This is an optimization exercise on Yosys and OpenROAD, whose aim is small area, not a production implementation. At most, simulation tests tie the RTL to the original design; equivalence was not proved. For runs 3 and 4, only the layout was checked, not whether the RTL still works. Power and IR drop assume default switching activity.

==> flow/flow/run.sh <==
#!/bin/bash
# Standard ORFS layout with small port buffers and a lean clock tree.
set -euo pipefail
bash standard.sh \
  "BUFFER_PORTS_ARGS=-buffer_cell sky130_fd_sc_hd__buf_1" \
  "CTS_ARGS=-sink_clustering_enable -repair_clock_nets -dont_use_dummy_load -buf_list {sky130_fd_sc_hd__clkbuf_4 sky130_fd_sc_hd__clkbuf_8} -sink_clustering_size 30 -sink_clustering_max_diameter 60" \
  finish > standard.log 2>&1
==> flow/design.v <==
module nvj_frm (
    input  wire        clk,
    input  wire        rst,
    input  wire        cmd_valid,
    input  wire [7:0]  cmd_code,
    input  wire [16:0] cmd_arg,
    output wire        cmd_ready,
    output wire        tx_valid,
    output reg  [7:0]  tx_data,
    input  wire        tx_ready,
    output wire        busy,
    output reg         err_code
);
    localparam [3:0] IDLE = 4'd15;
    reg [3:0]  f_idx;      
    reg        c_rst;      
    reg        c_play;     
    reg [15:0] p;
    wire is_rst  = (cmd_code == 8'h0C);
    wire is_vol  = (cmd_code == 8'h06);
    wire is_play = (cmd_code == 8'h03);
    wire code_ok = is_rst | is_vol | is_play;
    wire f_busy = (f_idx != IDLE);
    assign cmd_ready = !f_busy;
    assign tx_valid  = f_busy;
    assign busy      = f_busy;
    wire        neg   = cmd_arg[16];
    wire        zero  = (cmd_arg[15:0] == 16'd0);
    wire        big   = (cmd_arg[15:5] != 11'd0) || (cmd_arg[4:0] == 5'd31);
    reg  [15:0] param;
    always @(*) begin
        if (is_play)     param = (neg || zero) ? 16'd1 : cmd_arg[15:0];
        else if (is_vol) param = neg ? 16'd0 : big ? 16'd30 : {11'd0, cmd_arg[4:0]};
        else             param = 16'd0;
    end
    wire [7:0] code = {4'h0, c_rst, !c_play, !c_rst, c_play};
    wire [9:0] t    = {2'b01, code + 8'h04} + {2'b00, p[15:8]} + {2'b00, p[7:0]};
    wire [7:0] ch   = {6'b111111, ~t[9:8]};
    wire [7:0] cl   = ~t[7:0];
    always @(*) begin
        case (f_idx)
            4'd0: tx_data = 8'h7E;
            4'd1: tx_data = 8'hFF;
            4'd2: tx_data = 8'h06;
            4'd3: tx_data = code;
            4'd5: tx_data = p[15:8];
            4'd6: tx_data = p[7:0];
            4'd7: tx_data = ch;
            4'd8: tx_data = cl;
            4'd9: tx_data = 8'hEF;
            default: tx_data = 8'h00;
        endcase
    end
    always @(posedge clk) begin
        if (!f_busy) begin
            p      <= param;
            c_rst  <= is_rst;
            c_play <= is_play;
        end
    end
    always @(posedge clk) begin
        if (rst) begin
            f_idx    <= IDLE;
            err_code <= 1'b0;
        end else if (f_busy) begin
            if (tx_ready) f_idx <= (f_idx == 4'd9) ? IDLE : f_idx + 4'd1;
        end else if (cmd_valid) begin
            if (code_ok) f_idx    <= 4'd0;
            else         err_code <= 1'b1;
        end
    end
endmodule
module nvj_tpd #(
    parameter ID_MAX_BYTES = 10,
    parameter IDW          = 8 * ID_MAX_BYTES
) (
    input  wire           clk,
    input  wire           rst,
    input  wire           smp_valid,
    input  wire           smp_present,
    input  wire [3:0]     smp_len,
    input  wire [IDW-1:0] smp_id,
    output wire           ev_valid,
    output wire           ev_kind,
    output wire [3:0]     ev_len,
    output wire [IDW-1:0] ev_id,
    output wire           present,
    output reg            err_len
);
    reg           d_present;
    reg           d_ev;
    reg [3:0]     d_len;
    reg [IDW-1:0] d_id;
    wire len_ok = (smp_len != 4'd0) && (smp_len <= ID_MAX_BYTES);
    reg diff;
    integer k;
    always @(*) begin
        diff = (d_len != smp_len);
        for (k = 0; k < ID_MAX_BYTES; k = k + 1)
            if (k < smp_len && d_id[8*k +: 8] != smp_id[8*k +: 8]) diff = 1'b1;
    end
    wire load = smp_valid && smp_present && len_ok;
    always @(posedge clk) begin
        if (load) begin
            d_len <= smp_len;
            d_id  <= smp_id;
        end
    end
    always @(posedge clk) begin
        if (rst) begin
            d_present <= 1'b0;
            d_ev      <= 1'b0;
            err_len   <= 1'b0;
        end else begin
            d_ev <= smp_valid && (smp_present ? (len_ok && (!d_present || diff)) : d_present);
            if (smp_valid) begin
                if (!smp_present)  d_present <= 1'b0;
                else if (len_ok)   d_present <= 1'b1;
                else               err_len   <= 1'b1;
            end
        end
    end
    assign present  = d_present;
    assign ev_valid = d_ev;
    assign ev_kind  = d_ev && !d_present;
    assign ev_len   = d_ev ? d_len : 4'd0;
    genvar b;
    generate
        for (b = 0; b < ID_MAX_BYTES; b = b + 1) begin : g_out
            wire en = d_ev && (d_len > b);
            assign ev_id[8*b +: 8] = en ? d_id[8*b +: 8] : 8'h00;
        end
    endgenerate
endmodule
module nvj_fd (
    input  wire        clk,
    input  wire        rst,
    input  wire        cmd_valid,
    input  wire [7:0]  cmd_code,
    input  wire [16:0] cmd_arg,
    output wire        cmd_ready,
    output wire        tx_valid,
    output wire [7:0]  tx_data,
    input  wire        tx_ready,
    input  wire        smp_valid,
    input  wire        smp_present,
    input  wire [3:0]  smp_len,
    input  wire [79:0] smp_id,
    output wire        ev_valid,
    output wire        ev_kind,
    output wire [3:0]  ev_len,
    output wire [79:0] ev_id,
    output wire [3:0]  status
);
    wire f_busy, err_code, d_present, err_len;
    nvj_frm u_frm (
        .clk(clk), .rst(rst),
        .cmd_valid(cmd_valid), .cmd_code(cmd_code), .cmd_arg(cmd_arg),
        .cmd_ready(cmd_ready),
        .tx_valid(tx_valid), .tx_data(tx_data), .tx_ready(tx_ready),
        .busy(f_busy), .err_code(err_code)
    );
    nvj_tpd #(.ID_MAX_BYTES(10)) u_tpd (
        .clk(clk), .rst(rst),
        .smp_valid(smp_valid), .smp_present(smp_present),
        .smp_len(smp_len), .smp_id(smp_id),
        .ev_valid(ev_valid), .ev_kind(ev_kind), .ev_len(ev_len), .ev_id(ev_id),
        .present(d_present), .err_len(err_len)
    );
    assign status = {d_present, f_busy, err_len, err_code};
endmodule
==> flow/config.mk <==
export PLATFORM = sky130hd
export DESIGN_NAME = nvj_fd
export DESIGN_NICKNAME = nvj_fd
export VERILOG_FILES = /design/flow/design.v
export SDC_FILE = /design/flow/constraint.sdc
export NUM_CORES = 4
export LEC_CHECK = 0
export CAP_MARGIN = 20
export CORE_MARGIN = 2
export CORE_UTILIZATION = 40
export PLACE_DENSITY = 0.6
export SLEW_MARGIN = 20
==> flow/constraint.sdc <==
create_clock -name core_clock -period 10.0 [get_ports {clk}]
set_input_delay 2.0000 -clock core_clock [delete_from_list [all_inputs] [get_ports {clk}]]
set_output_delay 2.0000 -clock core_clock [all_outputs]
set_load 0.01 [all_outputs]
==> flow/standard.sh <==
#!/bin/bash
# synth_recipe.tcl (not shown) runs the flow's synth.tcl, then flattens the netlist and writes it again
# the make line also repeats each setting of config.mk as NAME=value (left out here)
make -C /OpenROAD-flow-scripts/flow DESIGN_CONFIG=/design/flow/config.mk WORK_HOME=/design/flow/orfs CLKGATE_MAP_FILE= SYNTH_SCRIPT=/design/flow/synth_recipe.tcl "${@:-finish}"
==> results by group, run 1 <==
Run status
  • Status: timing/DRC/antenna clean

Power
  • VDD IR max: 0.000120 V
  • P_int: 0.000943 W
  • Total power: 0.00153 W
  • Seq pwr share: 43.1%
  • Clk pwr share: 14.2%
  • Sw Share: 38.5%
  • Psw: 0.000590 W
  • LEAKAGE: 2.56 nW
  • Comb power frac: 42.6%
  • PwrDens: 209 nW/um2

Timing
  • Endpoints failing hold: 0
  • Fin crit share: 53.3%
  • Post-route setup TNS: 0 ns
  • RSZ-0062 raised after global routing: no
  • # setup viols final: 0
  • Relative slew slack: 37.3%
  • Worst Skew: 0.0295 ns
  • Tightest Pin Transition: 0.933 ns
  • Max-slew violation count: 0
  • Peak Freq: 188 MHz
  • Crit path time final: 5.33 ns

Worst setup path
  • CP startpoint kind: flip-flop
  • Arrival @ worst endpoint: 3.33 ns
  • CP Max Fanout: 4
  • Worst path required time: 8.00 ns
  • Worst Setup End Kind: output pin
  • Setup CP Type: reg2out

Synth
  • Synthesized area per cell: 11.6 um2
  • Synth area leader: edfxtp_1
  • Yosys warning total: 2
  • Async set or reset register ratio after synthesis: 0%
  • Mapped Nets: 672
  • Sequential fraction of the synthesis area: 52.1%
  • Main flop type after synthesis: edfxtp_1
  • Synth top cells by count: edfxtp_1 (102), and2_1 (64), xnor2_1 (45), xor2_1 (45), inv_1 (29)
  • Post-Syn Area: 6190 um2
  • Synth top area share: 49.5%
  • Post-synth EDFFs: 102
  • Syn Inst Count: 535
  • Most common cell in the netlist: edfxtp_1
  • Post-synth cell types: 56
  • Ranking of synthesized cells by area: edfxtp_1 (49%), and2_1 (6.5%), xnor2_1 (6.4%)
  • Flops & latches, synth: 110

Placed design
  • Placed wire-length estimate: 12200 um
  • DP Cell Count: 921
  • DP Area: 7170 um2
  • Routability cong.: 0.867
  • Buffers added on ports: 214

Floorplan
  • I/O pins: 215
  • Row count: 45
  • Core footprint: 15100 um2
  • DIE AREA: 16500 um2
  • Initial Util: 40.9%
  • Die height: 128 um
  • Die X: 128 um

Global routing
  • First-pass GRT wire length: 24300 um
  • Overflow after GRT: 0
  • Number of global-route vias before repair: 4732
  • Largest net degree at the start of global routing: 86
  • Initial antenna violation count: 0
  • All-layer global routing usage: 19.0%

Routing
  • Initial detailed-routing violation count: 268
  • DRT Pass-1 Iters: 4
  • Drt total wl: 15600 um
  • Vias after detailed routing: 4773
  • Routed len/inst: 16.7 um
  • Vias per cell: 5.13
  • Routed Antenna Nets: 0
  • DRC Markers: 0

Clock network
  • Clock-pin slew on the worst setup and hold paths: 0.08 ns
  • CTS sink cnt: 110
  • Clock Tree Buf Depth: 2
  • PostCTS Resize Cnt: 0
  • H-tree levels: 3
  • Number of hold buffers added after CTS: 0
  • CTS tree: done
  • Worst skew pair latency: 0.39 ns
  • Setup Buffers After CTS: 0
  • Clk root buf: clkbuf_8
  • CTS buffer count: 9

Flow run
  • Max Cap Violations: 0

Final layout
  • Antenna cells: 0
  • Post-route cell area: 7320 um2
  • Area delta synth->final: 18.2%
  • Final #Nets: 882
  • Non-Filler Instances: 931
  • Share of cells above drive strength 1: 2.83%

Worst hold path
  • Min-Delay Path Class: reg2reg
## routing by layer
layer,wire (um),track usage [%],vias to the layer above
li1,-,-,2323
met2,7450,30.6,158
met4,304,6.53,0
met1,6770,24.6,2271
met3,1060,5.74,21
met5,0,0,-
## power groups by stage
| stage | sequential [W] | combinational, W | clock [W] |
|---|---|---|---|
| after floorplan | 0.000643 | 0.000503 | 0 |
| after global placement | 0.000668 | 0.000643 | 0 |
| after detailed placement | 0.000671 | 0.000653 | 0 |
| after CTS | 0.000661 | 0.000658 | 0.000232 |
| after global routing | 0.000672 | 0.000738 | 0.000246 |
| final | 0.000661 | 0.000653 | 0.000218 |
## flip-flops by register name, indices dropped and copies added, names as in the netlist
signal,cells
u_frm.c_rst,1
u_tpd.d_len,4
u_tpd.err_len,1
u_tpd.d_id,80
u_frm.err_code,1
u_frm.c_play,1
u_tpd.d_present,1
u_tpd.d_ev,1
u_frm.p,16
u_frm.f_idx,4
## logic make-up (layout without fill, tap and decap cells)
logic type | count (synthesis) | after routing | synth area share, %
and+or+nand+nor | 185 | 185 | 17.8
DFF | 110 | 110 | 52.1
xor gates and xnor gates | 90 | 90 | 12.7
AOI/OAI and AO/OA | 81 | 81 | 8.89
buffers and inverters | 46 | 254 | 3.03
adders and majority gates | 22 | 22 | 5.29
muxes | 1 | 1 | 0.162
## worst max-delay path, cell delays in order, from the launching register on
cell	delay [ns]
edfxtp_1	0.41
inv_1	0.10
ha_1	0.28
inv_1	0.05
fa_1	0.48
inv_1	0.05
ha_1	0.32
a21oi_1	0.23
o21bai_1	0.12
a211o_1	0.32
a2111o_1	0.37
nand3_1	0.09
buf_1	0.15
## area by class of cell
| class | count | area (um2) |
|---|---|---|
| Clock buffer | 9 | 124 |
| Fill cell | 1457 | 7830 |
| Inverter | 30 | 113 |
| Multi-Input combinational cell | 379 | 2790 |
| Sequential cell | 110 | 3220 |
| Tap cell | 188 | 235 |
| Timing Repair Buffer | 215 | 831 |
## final timing paths
check,from,endpoint,slack [ns],cells after the start
max,u_frm.c_play,tx_data[0],4.67,12
min,u_frm.err_code,u_frm.err_code,0.49,2
max reg2reg,u_frm.f_idx[0],u_frm.f_idx[2],7.55,7
min reg2reg,u_frm.err_code,u_frm.err_code,0.49,2
## per-stage QoR
| step | hold WS [ns] | setup slack, ns | utilization [%] |
|---|---|---|---|
| detailed placement | 0.475 | 5.07 | 47.3 |
| floorplan | 0.438 | 4.95 | - |
| global placement | 0.465 | 5.15 | 47.3 |
| finish | 0.493 | 4.67 | 48.3 |
| CTS | 0.495 | 4.64 | 48.1 |
| global route | 0.547 | 4.47 | 48.3 |
## cell usage in the layout, fill, tap and decap left out, types with 6 or more instances in the layout
| master | count |
|---|---|
| nor4_1 | 12 |
| nor2_1 | 17 |
| o21a_1 | 6 |
| nand4_1 | 11 |
| nand2_1 | 12 |
| edfxtp_1 | 102 |
| dfxtp_1 | 8 |
| xor2_1 | 45 |
| ha_1 | 15 |
| o221ai_1 | 6 |
| nor3_1 | 6 |
| a21oi_1 | 23 |
| fa_1 | 7 |
| and2_1 | 64 |
| and3_1 | 9 |
| inv_1 | 29 |
| nor2b_1 | 28 |
| clkbuf_8 | 9 |
| nand3_1 | 6 |
| o21ai_0 | 7 |
| buf_1 | 214 |
| xnor2_1 | 45 |
==> run 2: changes to the inputs <==
==> flow/run.sh (new file) <==
#!/bin/bash
# synth_recipe.tcl (not shown) runs the flow's synth.tcl, then flattens the netlist and writes it again
# the make line also repeats each setting of config.mk as NAME=value (left out here)
make -C /OpenROAD-flow-scripts/flow DESIGN_CONFIG=/design/flow/config.mk WORK_HOME=/design/flow/orfs CLKGATE_MAP_FILE= SYNTH_SCRIPT=/design/flow/synth_recipe.tcl finish
removed: flow/flow/run.sh
removed: flow/standard.sh
==> run 2 against run 1 <==
Net effect: still clean on timing, DRC and antenna; die area is the same; hold slack lost 0.0035 ns; worst setup slack lost 0.39 ns; clock power grew 89%; via count grew 0.78%; sequential cell count is the same; non-clock buffer count is the same; first-iteration DRC count grew 19%; fmax shrank 6.8%; final area grew 21%; cell count grew 0.75%; count of clock-buffer cells in the layout grew 1; highest routed layer unchanged.
==> results by group, run 2 <==
Floorplan
  • DIE AREA: 16500 um2
  • Initial Util: 40.9%
  • Die height: 128 um
  • Die X: 128 um
  • Row count: 45
  • Core footprint: 15100 um2
  • I/O pins: 215

Timing
  • Relative slew slack: 35.2%
  • Worst Skew: 0.00306 ns
  • Hold slack: 0.489 ns
  • Fin crit share: 57.2%
  • Endpoints failing hold: 0
  • # setup viols final: 0
  • Tightest Pin Transition: 0.964 ns
  • RSZ-0062 raised after global routing: no
  • Post-route setup TNS: 0 ns
  • Crit path time final: 5.72 ns
  • Peak Freq: 175 MHz
  • Max-slew violation count: 0

Worst setup path
  • Worst path required time: 8.00 ns
  • Worst Setup End Kind: output pin
  • Setup CP Type: reg2out
  • CP Max Fanout: 4
  • Arrival @ worst endpoint: 3.72 ns
  • CP startpoint kind: flip-flop

Routing
  • DRT Pass-1 Iters: 4
  • Routed len/inst: 18.8 um
  • DRC Markers: 0
  • Drt total wl: 17600 um
  • Initial detailed-routing violation count: 318
  • Vias after detailed routing: 4810
  • Vias per cell: 5.13
  • Routed Antenna Nets: 0

Clock network
  • PostCTS Resize Cnt: 0
  • Clk root buf: clkbuf_16
  • CTS tree: done
  • Number of hold buffers added after CTS: 0
  • Setup Buffers After CTS: 0
  • H-tree levels: 3
  • CTS sink cnt: 110
  • Clock Tree Buf Depth: 2
  • Worst skew pair latency: 0.36 ns
  • Clock-pin slew on the worst setup and hold paths: 0.07 ns
  • CTS buffer count: 9

Power
  • PwrDens: 206 nW/um2
  • VDD IR max: 0.000103 V
  • LEAKAGE: 3.19 nW

Final layout
  • Biggest regs: u_tpd.d_id x80, u_frm.p x16
  • Area delta synth->final: 43.3%
  • Post-route cell area: 8870 um2
  • Share of cells above drive strength 1: 3.47%
  • Final #Nets: 882
  • Largest reg by FF count: u_tpd.d_id
  • Commonest cells after routing, fill and taps aside: clkdlybuf4s50_1 (214), edfxtp_1 (102), and2_1 (64)
  • Antenna cells: 0
  • Commonest non-fill, non-tap cell in the layout: clkdlybuf4s50_1
  • Fillers: 1324
  • Max reg flops: 80
  • Non-Filler Instances: 938

Synth
  • Post-Synth XOR/XNOR Area: 12.7%
  • Ranking of synthesized cells by area: edfxtp_1 (49%), and2_1 (6.5%), xnor2_1 (6.4%)
  • Mapped Nets: 672
  • Synthesized area per cell: 11.6 um2
  • Post-synth EDFFs: 102
  • Post-synth cell types: 56
  • Sequential fraction of the synthesis area: 52.1%
  • Flops & latches, synth: 110
  • Synth top area share: 49.5%
  • Proportion of synthesized area in mux cells: 0.162%
  • Syn Inst Count: 535
  • Compound-Gate Fraction of Synth Area: 8.89%
  • Most common cell in the netlist: edfxtp_1
  • Largest family of logic cells by synthesized area: simple AND/OR/NAND/NOR gates
  • Synth top cells by count: edfxtp_1 (102), and2_1 (64), xnor2_1 (45), xor2_1 (45), inv_1 (29)
  • Post-Syn Area: 6190 um2
  • Simple-gate portion of the synthesized area: 17.8%
  • Area share of fa/ha/maj cells after synthesis: 5.29%
  • Synth area leader: edfxtp_1
  • Main flop type after synthesis: edfxtp_1
  • Async set or reset register ratio after synthesis: 0%
  • Yosys warning total: 2

Global routing
  • Largest net degree at the start of global routing: 50
  • Overflow after GRT: 0
  • Number of global-route vias before repair: 5043
  • All-layer global routing usage: 21.7%
  • Initial antenna violation count: 0
  • First-pass GRT wire length: 27500 um

Flow run
  • Max Cap Violations: 0

Run status
  • Status: timing/DRC/antenna clean

Placed design
  • Buffers added on ports: 214
  • Placed wire-length estimate: 13900 um
  • Routability cong.: 0.801
  • DP Cell Count: 922
  • DP Area: 8530 um2

Worst hold path
  • Min-Delay Path Class: reg2reg
[run 2: cell families after synthesis]
group	Yosys count
multiplexers	1
flip-flops	110
AND/OR/NAND/NOR	185
buffers and inverters	46
XOR/XNOR	90
adder cells (fa/ha/maj)	22
AO/OA/AOI/OAI	81
[run 2: power breakdown]
part	leakage (nW)	switching [W]	internal [W]
combinational	2.01	0.000396	0.000355
clock	0.160	0.000166	0.000245
sequential	1.03	0.0000670	0.000596
total	3.19	0.000629	0.00120
[run 2: worst max-delay path, stage by stage, from the launching register on]
cell	delay [ns]
edfxtp_1	0.42
inv_1	0.10
ha_1	0.28
inv_1	0.04
fa_1	0.47
inv_1	0.04
ha_1	0.33
a21oi_1	0.23
o21bai_1	0.12
a211o_1	0.33
a2111o_1	0.38
nand3_1	0.09
clkdlybuf4s50_1	0.53
[run 2: worst paths after layout]
path | from | to | slack [ns] | cells past startpoint
worst max-delay path | u_frm.c_play | tx_data[0] | 4.28 | 12
worst min-delay path | u_frm.err_code | u_frm.err_code | 0.49 | 2
worst min register to register | u_frm.err_code | u_frm.err_code | 0.49 | 2
worst max register to register | u_frm.f_idx[0] | u_frm.f_idx[2] | 7.50 | 7
[run 2: layout make-up]
cell class                 instances  area [um2]  area share (%)
sequential                       110        3220            36.3
clock buffer                      10         229            2.58
inverter                          30         113            1.27
clock inverter                     6         110            1.24
multi-input combinational        379        2790            31.5
tap                              188         235            2.65
timing repair buffer             215        2170            24.5
[run 2: routing by layer]
layer	share of wire (%)	vias to the layer above	wire [um]	global-route usage [%]
met5	0	-	0	0
met2	48	153	8470	35.4
met3	7.9	18	1390	7.73
met4	1.4	0	246	6.40
li1	-	2330	-	-
met1	43	2309	7510	27.4
[run 2: stage by stage]
stage,power (W),worst slack [ns],util (%)
after floorplan,0.00115,4.95,-
after global placement,0.00141,4.75,56.1
after detailed placement,0.00142,4.67,56.3
after CTS,0.00184,4.26,58.6
after global routing,0.00194,4.11,58.6
final,0.00182,4.28,58.6
==> run 3: changes to the inputs <==
--- a/flow/design.v
+++ b/flow/design.v
@@ -93,4 +93,11 @@
     reg [IDW-1:0] d_id;
     wire len_ok = (smp_len != 4'd0) && (smp_len <= ID_MAX_BYTES);
+    wire [ID_MAX_BYTES-1:0] below;
+    genvar b;
+    generate
+        for (b = 0; b < ID_MAX_BYTES; b = b + 1) begin : g_below
+            assign below[b] = (d_len > b);
+        end
+    endgenerate
     reg diff;
     integer k;
@@ -98,5 +105,5 @@
         diff = (d_len != smp_len);
         for (k = 0; k < ID_MAX_BYTES; k = k + 1)
-            if (k < smp_len && d_id[8*k +: 8] != smp_id[8*k +: 8]) diff = 1'b1;
+            if (below[k] && d_id[8*k +: 8] != smp_id[8*k +: 8]) diff = 1'b1;
     end
     wire load = smp_valid && smp_present && len_ok;
@@ -125,8 +132,7 @@
     assign ev_kind  = d_ev && !d_present;
     assign ev_len   = d_ev ? d_len : 4'd0;
-    genvar b;
     generate
         for (b = 0; b < ID_MAX_BYTES; b = b + 1) begin : g_out
-            wire en = d_ev && (d_len > b);
+            wire en = d_ev && below[b];
             assign ev_id[8*b +: 8] = en ? d_id[8*b +: 8] : 8'h00;
         end
==> flow/flow/run.sh (new file) <==
#!/bin/bash
set -euo pipefail
bash standard.sh \
  "BUFFER_PORTS_ARGS=-buffer_cell sky130_fd_sc_hd__buf_1" \
  "CTS_ARGS=-sink_clustering_enable -repair_clock_nets -dont_use_dummy_load -buf_list {sky130_fd_sc_hd__clkbuf_8} -sink_clustering_size 50 -sink_clustering_max_diameter 100" \
  finish > standard.log 2>&1
==> flow/standard.sh (new file) <==
#!/bin/bash
# synth_recipe.tcl (not shown) runs the flow's synth.tcl, then flattens the netlist and writes it again
# the make line also repeats each setting of config.mk as NAME=value (left out here)
make -C /OpenROAD-flow-scripts/flow DESIGN_CONFIG=/design/flow/config.mk WORK_HOME=/design/flow/orfs CLKGATE_MAP_FILE= SYNTH_SCRIPT=/design/flow/synth_recipe.tcl "${@:-finish}"
removed: flow/run.sh
==> run 3 against run 2 <==
Net effect: worst setup slack better by 0.40 ns; sequential cell count unchanged; clock skew up 0.016 ns; critical path type unchanged; first-iteration DRC count down 10%; via count down 0.89%; largest cell class unchanged.
==> results by group, run 3 <==
Run status
  • Status: timing/DRC/antenna clean

Synth
  • Compound-Gate Fraction of Synth Area: 8.46%
  • Yosys warning total: 2
  • Flops & latches, synth: 110
  • Simple-gate portion of the synthesized area: 18.3%
  • Mapped Nets: 677
  • Most common cell in the netlist: edfxtp_1
  • Synth top area share: 49.3%
  • Syn Inst Count: 540
  • Main flop type after synthesis: edfxtp_1
  • Sequential fraction of the synthesis area: 51.9%
  • Largest family of logic cells by synthesized area: simple AND/OR/NAND/NOR gates
  • Post-synth cell types: 56
  • Synthesized area per cell: 11.5 um2
  • Area share of fa/ha/maj cells after synthesis: 5.28%
  • Post-Synth XOR/XNOR Area: 12.7%
  • Post-synth EDFFs: 102
  • Synth top cells by count: edfxtp_1 (102), and2_1 (70), xnor2_1 (61)
  • Ranking of synthesized cells by area: edfxtp_1 (49%), xnor2_1 (8.6%), and2_1 (7.1%)
  • Post-Syn Area: 6210 um2
  • Proportion of synthesized area in mux cells: 0.161%
  • Async set or reset register ratio after synthesis: 0%
  • Synth area leader: edfxtp_1

Clock network
  • H-tree levels: 3
  • Setup Buffers After CTS: 0
  • Worst skew pair latency: 0.39 ns
  • Clock-pin slew on the worst setup and hold paths: 0.09 ns
  • Number of hold buffers added after CTS: 0
  • Clk root buf: clkbuf_8
  • Clock Tree Buf Depth: 2
  • CTS buffer count: 9
  • CTS tree: done
  • CTS sink cnt: 110
  • PostCTS Resize Cnt: 0

Power
  • Clk pwr share: 14.3%
  • PwrDens: 210 nW/um2
  • VDD IR max: 0.000104 V
  • Total power: 0.00153 W
  • Sw Share: 38.4%
  • Psw: 0.000588 W
  • Comb power frac: 42.4%
  • Seq pwr share: 43.4%
  • LEAKAGE: 2.55 nW
  • P_int: 0.000943 W

Timing
  • Peak Freq: 188 MHz
  • Endpoints failing hold: 0
  • Relative slew slack: 29.5%
  • Setup slack after layout: 4.67 ns
  • Post-route setup TNS: 0 ns
  • Crit path time final: 5.33 ns
  • RSZ-0062 raised after global routing: no
  • Worst Skew: 0.0191 ns
  • Fin crit share: 53.3%
  • Max-slew violation count: 0
  • Tightest Pin Transition: 1.06 ns
  • # setup viols final: 0

Routing
  • Vias after detailed routing: 4767
  • Routed Antenna Nets: 0
  • Max layer used: met4
  • Vias per cell: 5.09
  • Initial detailed-routing violation count: 285
  • DRT Pass-1 Iters: 4
  • DRC Markers: 0
  • Wire length on met3: 917 um
  • WL met2: 7160 um
  • M1 WL: 6940 um
  • Drt total wl: 15400 um
  • Routed len/inst: 16.5 um

Worst setup path
  • Cells along the critical path: inv_1, ha_1, inv_1, fa_1, inv_1, ha_1, a21oi_1, o21bai_1, a211o_1, a2111o_1, nand3_1, buf_1
  • Slowest library cell on the worst path: fa_1
  • Largest stage delay on the critical path: 0.47 ns
  • Arrival @ worst endpoint: 3.33 ns
  • Cell mode on critical path: inv_1
  • Setup CP Type: reg2out
  • CP Max Fanout: 4
  • Top delay family on crit path: adder cells
  • Worst path required time: 8.00 ns
  • WP buf/inv: 4
  • CP startpoint kind: flip-flop
  • Worst Setup End Kind: output pin

Final layout
  • Max reg flops: 80
  • Non-Filler Instances: 936
  • Fillers: 1464
  • Largest reg by FF count: u_tpd.d_id
  • Antenna cells: 0
  • Commonest non-fill, non-tap cell in the layout: buf_1
  • Biggest regs: u_tpd.d_id x80, u_frm.p x16
  • Final #Nets: 887
  • Area delta synth->final: 17.6%
  • Share of cells above drive strength 1: 3.07%
  • Commonest cells after routing, fill and taps aside: buf_1 (214), edfxtp_1 (102), and2_1 (70)

Floorplan
  • I/O pins: 215
  • DIE AREA: 16500 um2
  • Row count: 45
  • Core footprint: 15200 um2
  • Die X: 129 um
  • Die height: 129 um
  • Initial Util: 40.9%

Placed design
  • Setup WS pre-CTS: 5.05 ns
  • Routability cong.: 0.892
  • DP Cell Count: 927
  • Buffers added on ports: 214
  • Placed wire-length estimate: 12200 um

Global routing
  • Initial antenna violation count: 0
  • Largest net degree at the start of global routing: 80
  • First-pass GRT wire length: 23800 um
  • All-layer global routing usage: 18.5%
  • Overflow after GRT: 0
  • Number of global-route vias before repair: 4730

Flow run
  • Max Cap Violations: 0

Worst hold path
  • Min-Delay Path Class: reg2reg
==> run 3: changes by cell type after synthesis, sizes merged, moves of 4 or more <==
| cell | change |
|---|---|
| and2 | +6 |
| nor4 | -6 |
| nand2 | +4 |
| xnor2 | +16 |
| xor2 | -16 |
| nor2b | -7 |
| a21oi | -5 |
| nand4 | +5 |
==> run 3: path summary, 6_finish.rpt <==
path | endpoint | slack, ns | cells past startpoint | startpoint
max | tx_data[0] | 4.67 | 12 | u_frm.c_play
min | u_frm.err_code | 0.45 | 2 | u_frm.err_code
max reg2reg | u_frm.f_idx[3] | 7.21 | 7 | u_frm.f_idx[2]
min reg2reg | u_frm.err_code | 0.45 | 2 | u_frm.err_code
==> run 3: cell families after synthesis <==
kind of cell	Yosys count
XOR/XNOR	90
buffers and inverters	49
multiplexers	1
AO/OA/AOI/OAI	74
flip-flops	110
AND/OR/NAND/NOR	194
adder cells (fa/ha/maj)	22
==> run 3: routing by layer <==
layer | track usage [%] | vias to the layer above
met5 | 0 | -
met4 | 7.48 | 0
met3 | 2.99 | 30
met2 | 30.3 | 180
met1 | 24.7 | 2230
li1 | - | 2327
==> run 3: power by group through the flow <==
stage	clock, W	combinational [W]	sequential [W]
floorplan	0	0.000499	0.000638
global placement	0	0.000624	0.000670
detailed placement	0	0.000644	0.000674
CTS	0.000229	0.000648	0.000664
global route	0.000246	0.000726	0.000674
finish	0.000218	0.000649	0.000664
==> run 3: worst register-to-register path, stage by stage (launching register included) <==
cell and delay [ns]:
dfxtp_1 0.77, nand3_1 0.32, inv_2 0.41, nand2_1 0.13
o31ai_1 0.60, nand2_1 0.16, o21ai_1 0.16, o311ai_1 0.10
==> run 3: area by class of cell <==
class / instances / area (um2) / share of cell area, %
timing repair buffer: 215 / 811 / 11.1
clock buffer: 9 / 124 / 1.70
tap: 188 / 235 / 3.22
inverter: 33 / 125 / 1.71
sequential: 110 / 3220 / 44.1
multi-input combinational: 381 / 2790 / 38.1
==> run 3: metrics by stage <==
step / utilization (%) / hold WS (ns) / instance area (um2)
floorplan: - / 0.420 / 6210
global placement: 47.2 / 0.437 / 7180
detailed placement: 47.2 / 0.438 / 7180
CTS: 48.0 / 0.459 / 7300
global route: 48.0 / 0.485 / 7300
finish: 48.0 / 0.454 / 7300
==> run 4: changes to the inputs <==
==> flow/flow/run.sh (replaced) <==
#!/bin/bash
set -euo pipefail
bash standard.sh \
  "BUFFER_PORTS_ARGS=-buffer_cell sky130_fd_sc_hd__buf_1" \
  "CTS_ARGS=-sink_clustering_enable -repair_clock_nets -dont_use_dummy_load -buf_list {sky130_fd_sc_hd__clkbuf_4 sky130_fd_sc_hd__clkbuf_8 sky130_fd_sc_hd__clkbuf_16} -sink_clustering_size 30 -sink_clustering_max_diameter 100" \
  finish > standard.log 2>&1
==> run 4 against run 3 <==
Net effect: still clean; clock skew decreased by 0.0057 ns; count of clock-buffer cells in the layout stayed put; sequential share of layout area down 0.60 points; non-clock buffer count is the same; core utilization rose by 0.67 points; sequential power hardly changed; die area is the same; critical path depth is the same; fmax is 0.49% higher; routed wire length is essentially flat; critical path type unchanged.
==> results by group, run 4 <==
Final layout
  • Multi-input gate area: 2790 um2
  • Largest reg by FF count: u_tpd.d_id
  • Area delta synth->final: 19.2%
  • Biggest regs: u_tpd.d_id x80, u_frm.p x16
  • Share of cells above drive strength 1: 3.07%
  • Fillers: 1444
  • Max reg flops: 80
  • Commonest non-fill, non-tap cell in the layout: buf_1
  • Sequential cell area: 3220 um2
  • Fin util: 48.7%
  • Antenna cells: 0
  • Final #Nets: 887
  • Commonest cells after routing, fill and taps aside: buf_1 (214), edfxtp_1 (102), and2_1 (70)

Power
  • Psw: 0.000599 W
  • Comb power frac: 40.1%
  • VDD IR max: 0.000103 V
  • Seq pwr share: 41.0%
  • Clk pwr share: 18.9%
  • LEAKAGE: 2.60 nW
  • PwrDens: 219 nW/um2
  • P_int: 0.00102 W
  • Sw Share: 37.0%

Timing
  • RSZ-0062 raised after global routing: no
  • Relative slew slack: 28.9%
  • Crit path time final: 5.30 ns
  • Fin crit share: 53.0%
  • # setup viols final: 0
  • Hold slack: 0.450 ns
  • Tightest Pin Transition: 1.07 ns
  • Max-slew violation count: 0
  • Post-route setup TNS: 0 ns
  • Worst Skew: 0.0134 ns
  • Endpoints failing hold: 0
  • Peak Freq: 189 MHz

Routing
  • Routed len/inst: 16.5 um
  • Initial detailed-routing violation count: 311
  • DRC Markers: 0
  • Vias per cell: 5.12
  • DRT Pass-1 Iters: 6
  • Drt total wl: 15400 um
  • Routed Antenna Nets: 0
  • Vias after detailed routing: 4790

Worst hold path
  • Min-Delay Path Class: reg2reg

Clock network
  • CTS sink cnt: 110
  • Worst skew pair latency: 0.35 ns
  • PostCTS Resize Cnt: 0
  • Clk root buf: clkbuf_16
  • CTS tree: done
  • Clock Tree Buf Depth: 2
  • CTS buffer count: 9
  • Number of hold buffers added after CTS: 0
  • Setup Buffers After CTS: 0
  • H-tree levels: 3
  • Clock-pin slew on the worst setup and hold paths: 0.06 ns

Worst setup path
  • Slowest library cell on the worst path: fa_1
  • R2R Setup Slk: 7.19 ns
  • WP buf/inv: 4
  • Worst Setup End Kind: output pin
  • Cells along the critical path: inv_1, ha_1, inv_1, fa_1, inv_1, ha_1, a21oi_1, o21bai_1, a211o_1, a2111o_1, nand3_1, buf_1
  • Top delay family on crit path: adder cells
  • Setup CP Type: reg2out
  • Arrival @ worst endpoint: 3.30 ns
  • Cell mode on critical path: inv_1
  • Worst path required time: 8.00 ns
  • CP Max Fanout: 4
  • CP startpoint kind: flip-flop
  • Largest stage delay on the critical path: 0.48 ns

Synth
  • Ranking of synthesized cells by area: edfxtp_1 (49%), xnor2_1 (8.6%), and2_1 (7.1%)
  • Async set or reset register ratio after synthesis: 0%
  • Synth area leader: edfxtp_1
  • Synthesized area per cell: 11.5 um2
  • Synth top cells by count: edfxtp_1 (102), and2_1 (70), xnor2_1 (61)
  • Mapped Nets: 677
  • Post-synth EDFFs: 102
  • Flops & latches, synth: 110
  • Post-synth cell types: 56
  • Main flop type after synthesis: edfxtp_1
  • Synth top area share: 49.3%
  • Sequential fraction of the synthesis area: 51.9%
  • Yosys warning total: 2
  • Most common cell in the netlist: edfxtp_1
  • Post-Syn Area: 6210 um2
  • Syn Inst Count: 540

Flow run
  • Max Cap Violations: 0

Global routing
  • First-pass GRT wire length: 23900 um
  • Largest net degree at the start of global routing: 80
  • Initial antenna violation count: 0
  • Overflow after GRT: 0
  • Number of global-route vias before repair: 4732
  • All-layer global routing usage: 18.5%

Floorplan
  • Core footprint: 15200 um2
  • I/O pins: 215
  • Die height: 129 um
  • Initial Util: 40.9%
  • Die X: 129 um
  • DIE AREA: 16500 um2
  • Row count: 45

Placed design
  • Placed wire-length estimate: 12200 um
  • Routability cong.: 0.892
  • Buffers added on ports: 214

Run status
  • Status: timing/DRC/antenna clean
==> run 4: cell counts after synthesis <==
Identical to the previous run, type by type.
==> run 4: final timing paths <==
path                       start              to  cells past startpoint
setup / recovery    u_frm.c_play      tx_data[0]                     12
hold / removal    u_frm.err_code  u_frm.err_code                      2
setup reg to reg  u_frm.f_idx[2]  u_frm.f_idx[3]                      7
hold reg to reg   u_frm.err_code  u_frm.err_code                      2
==> run 4: cell type report <==
class / count / share of cell area (%)
flip-flops and latches: 110 / 43.5
multi-input cells: 381 / 37.6
repair buffers: 215 / 10.9
well taps: 188 / 3.18
clock buffers: 9 / 3.04
inverters: 33 / 1.69
==> run 4: power by group through the flow <==
stage	Combinational, W	Sequential (W)	Clock [W]
final	0.000651	0.000664	0.000307
after floorplan	0.000499	0.000638	0
after global routing	0.000727	0.000675	0.000334
after CTS	0.000649	0.000664	0.000317
after detailed placement	0.000644	0.000674	0
after global placement	0.000624	0.000670	0
==> run 4: stage by stage <==
stage / setup slack (ns) / area [um2] / std cells / total power, W
2_1_floorplan: 5.36 / 6210 / 540 / 0.00114
3_3_place_gp: 5.12 / 7180 / 927 / 0.00129
3_5_place_dp: 5.05 / 7180 / 927 / 0.00132
4_1_cts: 4.69 / 7400 / 936 / 0.00163
5_1_grt: 4.52 / 7400 / 936 / 0.00174
6_report: 4.70 / 7400 / 936 / 0.00162
==> run 4: worst reg2reg max path: stages, from the launching register on <==
cell	delay, ns
dfxtp_1	0.74
nand3_1	0.34
inv_2	0.42
nand2_1	0.13
o31ai_1	0.62
nand2_1	0.16
o21ai_1	0.16
o311ai_1	0.10
==> run 4: logic make-up (layout without fill, tap and decap cells) <==
logic type / count (synthesis) / in the layout / synth area share, %
xor+xnor: 90 / 90 / 12.7
mux: 1 / 1 / 0.161
fa+ha+maj: 22 / 22 / 5.28
compound gates: 74 / 74 / 8.46
simple gates: 194 / 194 / 18.3
buf+inv: 49 / 257 / 3.26
flops: 110 / 110 / 51.9
==> run 4: metal layers <==
layer / vias to the layer above / share of wire (%) / GRT usage (%)
met3: 25 / 5.1 / 3.16
met4: 0 / 2.4 / 6.97
met1: 2258 / 46 / 24.5
met5: - / 0 / 0
li1: 2332 / - / -
met2: 175 / 46 / 30.6
==> run 5: changes to the inputs <==
--- a/flow/design.v
+++ b/flow/design.v
@@ -7,11 +7,13 @@
     output wire        cmd_ready,
     output wire        tx_valid,
-    output reg  [7:0]  tx_data,
+    output wire [7:0]  tx_data,
     input  wire        tx_ready,
     output wire        busy,
     output reg         err_code
 );
-    localparam [3:0] IDLE = 4'd15;
-    reg [3:0]  f_idx;      
+    localparam [3:0] B0 = 4'b0000, B1 = 4'b0001, B2 = 4'b0010, B3 = 4'b0011,
+                     B4 = 4'b1000, B5 = 4'b0100, B6 = 4'b0101, B7 = 4'b0110,
+                     B8 = 4'b0111, B9 = 4'b1001, IDLE = 4'b1100;
+    reg [3:0]  st;
     reg        c_rst;      
     reg        c_play;     
@@ -21,5 +23,5 @@
     wire is_play = (cmd_code == 8'h03);
     wire code_ok = is_rst | is_vol | is_play;
-    wire f_busy = (f_idx != IDLE);
+    wire f_busy = !(st[3] && st[2]);
     assign cmd_ready = !f_busy;
     assign tx_valid  = f_busy;
@@ -35,21 +37,58 @@
     end
     wire [7:0] code = {4'h0, c_rst, !c_play, !c_rst, c_play};
-    wire [9:0] t    = {2'b01, code + 8'h04} + {2'b00, p[15:8]} + {2'b00, p[7:0]};
-    wire [7:0] ch   = {6'b111111, ~t[9:8]};
-    wire [7:0] cl   = ~t[7:0];
-    always @(*) begin
-        case (f_idx)
-            4'd0: tx_data = 8'h7E;
-            4'd1: tx_data = 8'hFF;
-            4'd2: tx_data = 8'h06;
-            4'd3: tx_data = code;
-            4'd5: tx_data = p[15:8];
-            4'd6: tx_data = p[7:0];
-            4'd7: tx_data = ch;
-            4'd8: tx_data = cl;
-            4'd9: tx_data = 8'hEF;
-            default: tx_data = 8'h00;
-        endcase
-    end
+    wire       c_vol = !c_rst && !c_play;
+    wire [7:0] a = {p[15:12], p[11] | c_rst, p[10], p[9] | c_vol, p[8] | !c_play};
+    wire [8:0] uc;
+    wire [7:0] u;
+    assign uc[0] = 1'b1;
+    genvar i;
+    generate
+        for (i = 0; i < 8; i = i + 1) begin : g_u
+            assign u[i]    = a[i] ^ p[i] ^ uc[i];
+            assign uc[i+1] = (a[i] & p[i]) | (uc[i] & (a[i] ^ p[i]));
+        end
+    endgenerate
+    wire [9:0] c;
+    wire [9:0] t;
+    assign t[0] = u[0];
+    assign t[1] = ~u[1];
+    assign t[2] = ~(u[2] ^ u[1]);
+    assign c[3] = u[2] | u[1];
+    generate
+        for (i = 3; i < 8; i = i + 1) begin : g_t
+            assign t[i]   = u[i] ^ c[i];
+            assign c[i+1] = u[i] & c[i];
+        end
+    endgenerate
+    assign t[8] = ~(uc[8] ^ c[8]);
+    assign t[9] = uc[8] | c[8];
+    wire [7:0] ch = {6'b111111, ~t[9:8]};
+    wire [7:0] cl = ~t[7:0];
+    wire i3 = st[3], i2 = st[2], i1 = st[1], i0 = st[0];
+    wire blk_a = !i3 && !i2;         
+    wire blk_v = !i3 &&  i2;         
+    wire blk_x =  i3 && !i2;         
+    wire s5 = blk_v && !i1 && !i0;
+    wire s6 = blk_v && !i1 &&  i0;
+    wire s7 = blk_v &&  i1 && !i0;
+    wire s8 = blk_v &&  i1 &&  i0;
+    wire s3 = blk_a &&  i1 &&  i0;
+    wire s01 = blk_a && !i1;         
+    wire s9 = blk_x && i0;           
+    wire s2 = blk_a && i1 && !i0;    
+    wire [7:0] cst;
+    assign cst[7] = (s01 && i0) || s9;
+    assign cst[6] = s01 || s9;
+    assign cst[5] = s01 || s9;
+    assign cst[4] = s01;
+    assign cst[3] = s01 || s9 || (s3 && c_rst);
+    assign cst[2] = s01 || s9 || s2 || (s3 && !c_play);
+    assign cst[1] = s01 || s9 || s2 || (s3 && !c_rst);
+    assign cst[0] = (s01 && i0) || s9 || (s3 && c_play);
+    assign tx_data = cst | ({8{s5}} & p[15:8]) | ({8{s6}} & p[7:0]) |
+                     ({8{s7}} & ch) | ({8{s8}} & cl);
+    wire [3:0] nxt = i3        ? {i0, 1'b1, 1'b0, 1'b0} :
+                     (i1 & i0) ? {1'b1, 1'b0, 1'b0, i2} :
+                                 {1'b0, i2, i1 ^ i0, !i0};
     always @(posedge clk) begin
         if (!f_busy) begin
@@ -61,10 +100,10 @@
     always @(posedge clk) begin
         if (rst) begin
-            f_idx    <= IDLE;
+            st       <= IDLE;
             err_code <= 1'b0;
         end else if (f_busy) begin
-            if (tx_ready) f_idx <= (f_idx == 4'd9) ? IDLE : f_idx + 4'd1;
+            if (tx_ready) st <= nxt;
         end else if (cmd_valid) begin
-            if (code_ok) f_idx    <= 4'd0;
+            if (code_ok) st       <= B0;
             else         err_code <= 1'b1;
         end
==> flow/flow/run.sh (replaced) <==
#!/bin/bash
set -euo pipefail
bash standard.sh \
  "BUFFER_PORTS_ARGS=-buffer_cell sky130_fd_sc_hd__buf_1" \
  "CTS_ARGS=-sink_clustering_enable -repair_clock_nets -dont_use_dummy_load -root_buf sky130_fd_sc_hd__clkbuf_8 -buf_list {sky130_fd_sc_hd__clkbuf_4} -sink_clustering_size 50 -sink_clustering_max_diameter 100" \
  "RECOVER_POWER=100" \
  finish > standard.log 2>&1
==> run 5 against run 4 <==
Net effect: non-clock buffer count did not move; synthesized cell count decreased by 2.0%; final area shrank 4.0%; die area is 2.4% lower; combinational power down 71%; sequential cell count unchanged; core utilization is 0.14 points lower; register-to-register slack gained 0.53 ns; via count fell by 2.0%; power is 39% lower; critical endpoint unchanged; now fails the layout checks on max-capacitance violations, max-slew violations; clock skew about the same; sequential power decreased by 12%; largest power group unchanged.
==> results by group, run 5 <==
Timing
  • Endpoints failing hold: 0
  • # setup viols final: 0
  • Peak Freq: 147 MHz
  • Fin crit share: 68.1%
  • Relative slew slack: -111%
  • Post-route setup TNS: 0 ns
  • Hold slack: 0.459 ns
  • Tightest Pin Transition: 3.17 ns
  • RSZ-0062 raised after global routing: no
  • Max-slew violation count: 58
  • Crit path time final: 6.81 ns
  • Worst Skew: 0.0132 ns

Worst hold path
  • Min-Delay Path Class: reg2reg

Power
  • Total power: 0.000989 W
  • VDD IR max: 0.0000829 V
  • Clk pwr share: 22.0%
  • P_int: 0.000708 W
  • LEAKAGE: 2.46 nW
  • Psw: 0.000280 W
  • Seq pwr share: 59.0%
  • Sw Share: 28.3%
  • Comb power frac: 19.0%
  • PwrDens: 139 nW/um2

Routing
  • DRT Pass-1 Iters: 4
  • Initial detailed-routing violation count: 271
  • Drt total wl: 15000 um
  • Routed len/inst: 16.4 um
  • DRC Markers: 0
  • Vias after detailed routing: 4696
  • Routed Antenna Nets: 0
  • Vias per cell: 5.11

Worst setup path
  • Worst path required time: 8.00 ns
  • Crit path to: tx_data[0]
  • R2R depth: 6
  • Reg2reg start: u_frm.st[3]
  • R2R Setup Slk: 7.72 ns
  • CP Max Fanout: 4
  • Critical path origin: u_frm.c_play
  • Setup CP Type: reg2out
  • Worst Setup End Kind: output pin
  • Arrival @ worst endpoint: 4.81 ns
  • CP startpoint kind: flip-flop
  • Worst R2R End: u_frm.st[2]

Clock network
  • Worst skew pair latency: 0.36 ns
  • Clk root buf: clkbuf_8
  • CTS tree: done
  • Clock Tree Buf Depth: 2
  • CTS buffer count: 9
  • H-tree levels: 3
  • Number of hold buffers added after CTS: 0
  • PostCTS Resize Cnt: 0
  • CTS sink cnt: 110
  • Setup Buffers After CTS: 0
  • Clock-pin slew on the worst setup and hold paths: 0.08 ns

Global routing
  • Overflow after GRT: 0
  • Met2 Track Usage GR: 30.1%
  • Initial antenna violation count: 0
  • Number of global-route vias before repair: 4568
  • Largest net degree at the start of global routing: 85
  • GRT met1 Usage: 23.6%
  • First-pass GRT wire length: 23100 um
  • Met3 usage: 3.43%
  • Most crowded layer after global routing: met2
  • All-layer global routing usage: 18.1%

Final layout
  • Antenna cells: 0
  • Post-route cell area: 7110 um2
  • Area delta synth->final: 17.4%
  • Share of cells above drive strength 1: 2.18%
  • Final #Nets: 868
  • Largest reg by FF count: u_tpd.d_id
  • Max reg flops: 80
  • Fillers: 1401
  • Commonest cells after routing, fill and taps aside: buf_1 (214), edfxtp_1 (102), and2_0 (66)
  • Sequential cell area: 3220 um2
  • Commonest non-fill, non-tap cell in the layout: buf_1
  • Multi-input gate area: 2610 um2
  • Biggest regs: u_tpd.d_id x80, u_frm.p x16

Floorplan
  • Die X: 127 um
  • I/O pins: 215
  • Core footprint: 14600 um2
  • DIE AREA: 16100 um2
  • Row count: 44
  • Die height: 127 um
  • Initial Util: 41.4%

Flow run
  • Max Cap Violations: 1

Synth
  • Area share of fa/ha/maj cells after synthesis: 4.17%
  • Main flop type after synthesis: edfxtp_1
  • Compound-Gate Fraction of Synth Area: 8.04%
  • Post-Syn Area: 6060 um2
  • Async set or reset register ratio after synthesis: 0%
  • Mapped Nets: 660
  • Ranking of synthesized cells by area: edfxtp_1 (51%), and2_1 (8.1%), xor2_1 (6.9%)
  • Simple-gate portion of the synthesized area: 18.2%
  • Synth top area share: 50.6%
  • Syn Inst Count: 529
  • Synth top cells by count: edfxtp_1 (102), and2_1 (78), xor2_1 (48)
  • Largest family of logic cells by synthesized area: simple AND/OR/NAND/NOR gates
  • Flops & latches, synth: 110
  • Post-Synth XOR/XNOR Area: 12.3%
  • Synth area leader: edfxtp_1
  • Post-synth cell types: 54
  • Post-synth EDFFs: 102
  • Most common cell in the netlist: edfxtp_1
  • Sequential fraction of the synthesis area: 53.2%
  • Yosys warning total: 2
  • Proportion of synthesized area in mux cells: 0.682%
  • Synthesized area per cell: 11.4 um2

Run status
  • Status: complete, but fails checks
  • Fail Reasons: max-capacitance violations, max-slew violations

Placed design
  • Placed wire-length estimate: 11700 um
  • Routability cong.: 0.896
  • Buffers added on ports: 214
  • DP Area: 7010 um2
==> run 5: cell count changes after synthesis, moves of 7 or more <==
| cell | change |
|---|---|
| a21oi_1 | +7 |
| and2_1 | +8 |
| nor2b_1 | -7 |
| o21ai_0 | +14 |
| xnor2_1 | -24 |
| xor2_1 | +19 |
==> run 5: cells by family after synthesis <==
kind of cell | Yosys count
adders and majority gates | 16
buffers and inverters | 50
xor gates and xnor gates | 85
and+or+nand+nor | 187
DFF | 110
AOI/OAI and AO/OA | 77
muxes | 4
==> run 5: per-layer routing <==
layer / part of all wire (%) / vias to the layer above
met5: 0 / -
met4: 2.1 / 0
met3: 6.1 / 24
met2: 48 / 176
met1: 44 / 2224
li1: - / 2272
==> run 5: worst min path at each step <==
stage                        start              to  slack [ns]  depth (start not counted)
finish              u_frm.err_code  u_frm.err_code        0.46                          2
global placement    u_frm.err_code  u_frm.err_code        0.43                          2
detailed placement  u_frm.err_code  u_frm.err_code        0.44                          2
global route        u_frm.err_code  u_frm.err_code        0.50                          2
CTS                 u_frm.err_code  u_frm.err_code        0.46                          2
floorplan           u_frm.err_code  u_frm.err_code        0.43                          2
==> run 5: stage by stage <==
step	worst slack [ns]	instances	util, %
floorplan	3.92	529	-
global placement	3.64	909	47.9
detailed placement	3.60	909	47.9
CTS	3.15	918	48.7
global route	2.84	919	48.6
finish	3.19	919	48.6
==> run 5: cell type report <==
type                       instances  share of cell area (%)
clock buffer                       9                    1.74
sequential                       110                    45.3
timing repair buffer             215                    11.3
tap                              184                    3.24
multi-input combinational        369                    36.7
inverter                          32                    1.69
==> run 5: critical path, stage by stage, from the launching register on <==
cell	delay [ns]
edfxtp_1	0.43
nor2b_1	0.16
ha_1	0.18
inv_1	0.07
fa_1	0.17
inv_1	0.06
fa_1	0.41
inv_1	0.08
fa_1	0.17
inv_1	0.06
fa_1	0.42
inv_1	0.09
fa_1	0.17
inv_1	0.06
fa_1	0.41
inv_1	0.09
fa_1	0.39
ha_1	0.21
inv_1	0.05
ha_1	0.21
mux2i_1	0.13
nor3_1	0.06
a21oi_1	0.12
o21ai_0	0.10
buf_1	0.14
==> run 5: power by group through the flow <==
| stage | Combinational [W] | Sequential (W) | Clock, W |
|---|---|---|---|
| after floorplan | 0.000131 | 0.000577 | 0 |
| after global placement | 0.000186 | 0.000591 | 0 |
| after detailed placement | 0.000190 | 0.000592 | 0 |
| after CTS | 0.000190 | 0.000582 | 0.000230 |
| after global routing | 0.000214 | 0.000589 | 0.000244 |
| final | 0.000188 | 0.000583 | 0.000218 |
==> run 6: changes to the inputs <==
==> flow/flow/run.sh (replaced) <==
#!/bin/bash
set -euo pipefail
bash standard.sh \
  "BUFFER_PORTS_ARGS=-buffer_cell sky130_fd_sc_hd__buf_1" \
  "CTS_ARGS=-sink_clustering_enable -repair_clock_nets -dont_use_dummy_load -buf_list {sky130_fd_sc_hd__clkbuf_8} -sink_clustering_size 50 -sink_clustering_max_diameter 100" \
  finish > standard.log 2>&1
==> run 6 against run 5 <==
Net effect: the run now finishes clean; global-route usage unchanged; clock power about the same; worst setup slack improved by 0.0074 ns; critical path depth unchanged; largest cell class unchanged; largest power group unchanged.
==> results by group, run 6 <==
Run status
  • Status: timing/DRC/antenna clean

Synth
  • Syn Inst Count: 529
  • Sequential fraction of the synthesis area: 53.2%
  • Flops & latches, synth: 110
  • Compound-Gate Fraction of Synth Area: 8.04%
  • Simple-gate portion of the synthesized area: 18.2%
  • Synth top area share: 50.6%
  • Proportion of synthesized area in mux cells: 0.682%
  • Most common cell in the netlist: edfxtp_1
  • Largest family of logic cells by synthesized area: simple AND/OR/NAND/NOR gates
  • Yosys warning total: 2
  • Mapped Nets: 660
  • Main flop type after synthesis: edfxtp_1
  • Async set or reset register ratio after synthesis: 0%
  • Synth area leader: edfxtp_1
  • Area share of fa/ha/maj cells after synthesis: 4.17%
  • Synthesized area per cell: 11.4 um2
  • Post-synth cell types: 54
  • Synth top cells by count: edfxtp_1 (102), and2_1 (78), xor2_1 (48)
  • Post-Synth XOR/XNOR Area: 12.3%
  • Post-Syn Area: 6060 um2
  • Ranking of synthesized cells by area: edfxtp_1 (51%), and2_1 (8.1%), xor2_1 (6.9%)
  • Post-synth EDFFs: 102

Routing
  • DRT Pass-1 Iters: 5
  • DRC Markers: 0
  • Drt total wl: 15000 um
  • Vias per cell: 5.10
  • Routed len/inst: 16.3 um
  • Initial detailed-routing violation count: 302
  • Routed Antenna Nets: 0
  • Vias after detailed routing: 4688

Worst setup path
  • Worst path required time: 8.00 ns
  • Cell mode on critical path: inv_1
  • WP buf/inv: 9
  • Cells along the critical path: nor2b_1, ha_1, inv_1, fa_1, inv_1, fa_1, inv_1, fa_1, inv_1, fa_1, inv_1, fa_1, inv_1, fa_1, inv_1, fa_1, ha_1, inv_1, ha_1, mux2i_1, nor3_1, a21oi_1, o21ai_0, buf_1
  • Top delay family on crit path: adder cells
  • CP startpoint kind: flip-flop
  • Worst Setup End Kind: output pin
  • Arrival @ worst endpoint: 4.80 ns
  • CP Max Fanout: 4
  • Setup CP Type: reg2out
  • Slowest library cell on the worst path: edfxtp_1
  • Largest stage delay on the critical path: 0.43 ns

Final layout
  • Commonest cells after routing, fill and taps aside: buf_1 (214), edfxtp_1 (102), and2_1 (78)
  • Area delta synth->final: 18.2%
  • Commonest non-fill, non-tap cell in the layout: buf_1
  • Fin util: 48.9%
  • Share of cells above drive strength 1: 2.99%
  • Antenna cells: 0
  • Final #Nets: 868
  • Biggest regs: u_tpd.d_id x80, u_frm.p x16
  • Max reg flops: 80
  • Largest reg by FF count: u_tpd.d_id

Worst hold path
  • Min-Delay Path Class: reg2reg

Global routing
  • All-layer global routing usage: 18.1%
  • Largest net degree at the start of global routing: 85
  • Initial antenna violation count: 0
  • First-pass GRT wire length: 23100 um
  • Overflow after GRT: 0
  • Number of global-route vias before repair: 4568

Timing
  • Post-route setup TNS: 0 ns
  • Relative slew slack: 45.2%
  • Peak Freq: 147 MHz
  • # setup viols final: 0
  • Worst Skew: 0.0135 ns
  • Fin crit share: 68.0%
  • Max-slew violation count: 0
  • Tightest Pin Transition: 0.814 ns
  • Setup slack after layout: 3.20 ns
  • RSZ-0062 raised after global routing: no
  • Crit path time final: 6.80 ns
  • Endpoints failing hold: 0
  • Hold slack: 0.459 ns

Clock network
  • CTS buffer count: 9
  • CTS tree: done
  • CTS sink cnt: 110
  • Setup Buffers After CTS: 0
  • Worst skew pair latency: 0.36 ns
  • Number of hold buffers added after CTS: 0
  • PostCTS Resize Cnt: 0
  • Clock-pin slew on the worst setup and hold paths: 0.08 ns
  • H-tree levels: 3
  • Clock Tree Buf Depth: 2
  • Clk root buf: clkbuf_8

Floorplan
  • DIE AREA: 16100 um2
  • Row count: 44
  • Initial Util: 41.4%
  • Die height: 127 um
  • Die X: 127 um
  • I/O pins: 215
  • Core footprint: 14600 um2

Power
  • PwrDens: 138 nW/um2
  • LEAKAGE: 2.54 nW
  • VDD IR max: 0.0000828 V

Placed design
  • Setup WS pre-CTS: 3.60 ns
  • Buffers added on ports: 214
  • Routability cong.: 0.896
  • Placed wire-length estimate: 11700 um

Flow run
  • Max Cap Violations: 0
run 6: cell types whose count changed in the layout (fill, tap and decap cells not counted), sizes merged:
| cell | delta |
|---|---|
| clkbuf | -1 |
| buf | +1 |
run 6: worst reg2reg max path: stages, from the launching register on:
cell and delay (ns):
dfxtp_1 0.65, nand2_1 0.23, inv_1 0.57, nand2_1 0.15, o31a_2 0.35, o21ai_0 0.17, nand2_1 0.06
run 6: kinds of logic after synthesis:
logic type	count (synthesis)
buf+inv	50
simple gates	187
compound gates	77
fa+ha+maj	16
flops	110
xor+xnor	85
mux	4
run 6: where the power goes:
part,total [W],switching [W],internal (W)
Clock,0.000217,0.000135,0.0000813
Sequential,0.000582,0.0000336,0.000548
Combinational,0.000189,0.000110,0.0000793
Total,0.000988,0.000279,0.000709
run 6: layout make-up:
cell class	instances	area, um2
Clock buffer	9	124
Fill cell	1391	7480
Inverter	32	120
Multi-Input combinational cell	369	2630
Sequential cell	110	3220
Tap cell	184	230
Timing Repair Buffer	215	831
run 6: metal layers:
metal | wire length (um) | track usage [%] | vias up
met5 | 0 | 0 | -
met4 | 331 | 7.24 | 0
met3 | 919 | 3.43 | 25
met2 | 7140 | 30.1 | 182
met1 | 6570 | 23.6 | 2211
li1 | - | - | 2270
run 6: final timing paths:
| check | startpoint | end | slack (ns) | cells after the start |
|---|---|---|---|---|
| max | u_frm.c_play | tx_data[0] | 3.20 | 24 |
| min | u_frm.err_code | u_frm.err_code | 0.46 | 2 |
| max reg2reg | u_frm.st[3] | u_frm.st[2] | 7.72 | 6 |
| min reg2reg | u_frm.err_code | u_frm.err_code | 0.46 | 2 |
run 6: through the flow:
step	std cells	cell area (um2)	total power (W)
2_1_floorplan	529	6060	0.000708
6_report	919	7160	0.000988
4_1_cts	918	7130	0.00100
3_5_place_dp	909	7010	0.000782
5_1_grt	919	7160	0.00105
3_3_place_gp	909	7010	0.000776
==> run 7: changes to the inputs <==
--- a/flow/design.v
+++ b/flow/design.v
@@ -132,11 +132,16 @@
     reg [IDW-1:0] d_id;
     wire len_ok = (smp_len != 4'd0) && (smp_len <= ID_MAX_BYTES);
+    wire [3:0] l = d_len;
     wire [ID_MAX_BYTES-1:0] below;
-    genvar b;
-    generate
-        for (b = 0; b < ID_MAX_BYTES; b = b + 1) begin : g_below
-            assign below[b] = (d_len > b);
-        end
-    endgenerate
+    assign below[0] = 1'b1;
+    assign below[1] = l[3] | l[2] | l[1];
+    assign below[2] = l[3] | l[2] | (l[1] & l[0]);
+    assign below[3] = l[3] | l[2];
+    assign below[4] = l[3] | (l[2] & (l[1] | l[0]));
+    assign below[5] = l[3] | (l[2] & l[1]);
+    assign below[6] = l[3] | (l[2] & l[1] & l[0]);
+    assign below[7] = l[3];
+    assign below[8] = l[3] & (l[1] | l[0]);
+    assign below[9] = l[3] & l[1];
     reg diff;
     integer k;
@@ -171,4 +176,5 @@
     assign ev_kind  = d_ev && !d_present;
     assign ev_len   = d_ev ? d_len : 4'd0;
+    genvar b;
     generate
         for (b = 0; b < ID_MAX_BYTES; b = b + 1) begin : g_out
==> run 7 against run 6 <==
Net effect: still clean; largest power group unchanged; critical path type unchanged; hold slack better by 0.032 ns; routed wire length down 1.2%; highest routed layer unchanged; non-clock buffer count up 1; critical path depth unchanged; synthesized area down 0.29%; via count down 3.2%.
==> results by group, run 7 <==
Run status
  • Status: timing/DRC/antenna clean

Synth
  • Mapped Nets: 646
  • Yosys warning total: 2
  • Most common cell in the netlist: edfxtp_1
  • Main flop type after synthesis: edfxtp_1
  • Post-Syn Area: 6040 um2
  • Ranking of synthesized cells by area: edfxtp_1 (51%), xnor2_1 (8.3%), and2_1 (8.2%)
  • Post-synth EDFFs: 102
  • Sequential fraction of the synthesis area: 53.4%
  • Synth top cells by count: edfxtp_1 (102), and2_1 (79), xnor2_1 (57)
  • Flops & latches, synth: 110
  • Synth area leader: edfxtp_1
  • Syn Inst Count: 515
  • Synthesized area per cell: 11.7 um2
  • Synth top area share: 50.7%
  • Post-synth cell types: 56
  • Async set or reset register ratio after synthesis: 0%

Floorplan
  • Row count: 44
  • Die height: 127 um
  • Initial Util: 41.2%
  • Die X: 127 um
  • Core footprint: 14600 um2
  • I/O pins: 215
  • DIE AREA: 16100 um2

Final layout
  • Max reg flops: 80
  • Area delta synth->final: 17.8%
  • Largest reg by FF count: u_tpd.d_id
  • Share of cells above drive strength 1: 3.19%
  • Fillers: 1431
  • Fin util: 48.6%
  • Antenna cells: 0
  • Commonest cells after routing, fill and taps aside: buf_1 (214), edfxtp_1 (102), and2_1 (79)
  • Biggest regs: u_tpd.d_id x80, u_frm.p x16
  • Final #Nets: 853
  • Commonest non-fill, non-tap cell in the layout: buf_1

Timing
  • # setup viols final: 0
  • Tightest Pin Transition: 0.805 ns
  • Peak Freq: 139 MHz
  • Crit path time final: 7.20 ns
  • Post-route setup TNS: 0 ns
  • Worst Skew: 0.0264 ns
  • Max-slew violation count: 0
  • RSZ-0062 raised after global routing: no
  • Endpoints failing hold: 0
  • Relative slew slack: 46.3%
  • Fin crit share: 72.0%

Routing
  • Routed len/inst: 16.4 um
  • DRT Pass-1 Iters: 4
  • DRC Markers: 0
  • Drt total wl: 14800 um
  • Initial detailed-routing violation count: 161
  • Vias after detailed routing: 4540
  • Routed Antenna Nets: 0
  • Vias per cell: 5.02

Clock network
  • Clock-pin slew on the worst setup and hold paths: 0.10 ns
  • H-tree levels: 3
  • CTS tree: done
  • Worst skew pair latency: 0.37 ns
  • Setup Buffers After CTS: 0
  • Clk root buf: clkbuf_8
  • CTS sink cnt: 110
  • CTS buffer count: 9
  • PostCTS Resize Cnt: 0
  • Number of hold buffers added after CTS: 0
  • Clock Tree Buf Depth: 2

Power
  • LEAKAGE: 2.46 nW
  • Total power: 0.000980 W
  • PwrDens: 138 nW/um2
  • VDD IR max: 0.0000676 V

Worst setup path
  • Worst Setup End Kind: output pin
  • Worst path required time: 8.00 ns
  • Critical path origin: u_frm.c_play
  • Cells along the critical path: nor2b_1, ha_1, inv_1, fa_1, inv_1, fa_1, inv_1, fa_1, inv_1, fa_1, inv_1, fa_1, inv_1, fa_1, inv_1, fa_1, ha_1, inv_1, ha_1, mux2_1, a22o_1, a22oi_1, o22ai_1, buf_1
  • Reg2reg start: u_tpd.d_len[0]
  • Worst R2R End: u_tpd.d_ev
  • Largest stage delay on the critical path: 0.44 ns
  • Cell mode on critical path: inv_1
  • Slowest library cell on the worst path: edfxtp_1
  • CP startpoint kind: flip-flop
  • R2R Setup Slk: 7.76 ns
  • R2R depth: 6
  • Setup CP Type: reg2out
  • CP Max Fanout: 4
  • Arrival @ worst endpoint: 5.20 ns

Global routing
  • Largest net degree at the start of global routing: 61
  • Overflow after GRT: 0
  • Initial antenna violation count: 0
  • Number of global-route vias before repair: 4531
  • All-layer global routing usage: 18.4%
  • First-pass GRT wire length: 23100 um

Worst hold path
  • Hold path start: u_tpd.err_len
  • WHS Endpoint: u_tpd.err_len
  • Hold depth: 2
  • Min-Delay Path Class: reg2reg

Flow run
  • Max Cap Violations: 0

Placed design
  • Buffers added on ports: 214
  • Placed wire-length estimate: 11600 um
  • Routability cong.: 0.842
[run 7: power by group]
part,internal [W],switching [W],total [W]
combinational,0.0000803,0.000106,0.000186
clock,0.0000813,0.000134,0.000216
sequential,0.000547,0.0000310,0.000578
total,0.000709,0.000271,0.000980
[run 7: logic make-up after synthesis]
family          Yosys count  synth area share (%)
buf+inv                  47                  3.48
xor+xnor                 85                  12.5
simple gates            184                  18.0
mux                       7                  1.22
fa+ha+maj                16                  4.19
flops                   110                  53.4
compound gates           66                  7.23
[run 7: worst max-delay path by stage]
stage | slack (ns) | cells past startpoint | to
2_1_floorplan | 3.55 | 23 | tx_data[0]
3_3_place_gp | 3.22 | 24 | tx_data[0]
3_5_place_dp | 3.12 | 24 | tx_data[0]
4_1_cts | 2.72 | 24 | tx_data[0]
5_1_grt | 2.43 | 24 | tx_data[0]
6_report | 2.80 | 24 | tx_data[0]
[run 7: layer usage]
layer / share of wire, % / vias to the layer above / GRT usage (%)
li1: - / 2218 / -
met1: 46 / 2145 / 24.0
met2: 46 / 153 / 29.7
met3: 5.6 / 24 / 3.88
met4: 2.6 / 0 / 7.82
met5: 0 / - / 0
[run 7: layout make-up]
cell class                      count  area (um2)  area share (%)
Clock buffer                        9         124            1.74
Sequential cell                   110        3220            45.3
Inverter                           27         101            1.42
Timing Repair Buffer              216         818            11.5
Tap cell                          184         230            3.24
Multi-Input combinational cell    358        2620            36.8
[run 7: metrics by stage]
step	setup slack, ns	hold slack (ns)	instance area [um2]	cells
detailed placement	3.12	0.459	6980	895
floorplan	3.55	0.438	6040	515
global placement	3.22	0.454	6980	895
finish	2.80	0.491	7110	904
global route	2.43	0.529	7110	904
CTS	2.72	0.494	7110	904
[run 7: critical path, delay by kind of cell (launching register included)]
family | cells | cell delay, ns
compound gates | 3 | 0.50
fa+ha+maj | 10 | 2.73
buf+inv | 9 | 0.71
flops | 1 | 0.44
mux | 1 | 0.28
simple gates | 1 | 0.17

static timing again, ports no longer ideal:
No port has a modelled driver above. Below, the same layouts with a new extraction and two added sets of constraints.
Step 1: set_driving_cell puts a clkbuf_16 on clk and a buf_2 on each other input, an assumption about the parent block.
Step 2 moves the port delays by t, midway between the first and last clock arrival at a register: inputs arrive t later, outputs are due t later. That takes back most of the time a late clock gives input paths.
a / b / c = no drivers / after step 1 / after step 2; a / b = the first two.
run | shift t [ns] | setup WS [ns] | worst setup path after step 2 | slew at the worst register clock pin (ns) | pins driven straight from the clock port
run 1 | 0.411 | 4.667 / 4.631 / 5.042 | register to output | 0.11 / 0.11 | 1
run 2 | 0.394 | 4.279 / 4.237 / 4.631 | register to output | 0.07 / 0.07 | 1
run 3 | 0.403 | 4.674 / 4.637 / 5.041 | register to output | 0.11 / 0.11 | 1
run 4 | 0.380 | 4.700 / 4.659 / 5.038 | register to output | 0.08 / 0.08 | 1
run 5 | 0.397 | 3.188 / 3.150 / 3.470 | input to register | 0.10 / 0.10 | 1
run 6 | 0.398 | 3.195 / 3.157 / 3.555 | register to output | 0.10 / 0.10 | 1
run 7 | 0.401 | 2.802 / 2.764 / 3.165 | register to output | 0.11 / 0.11 | 1
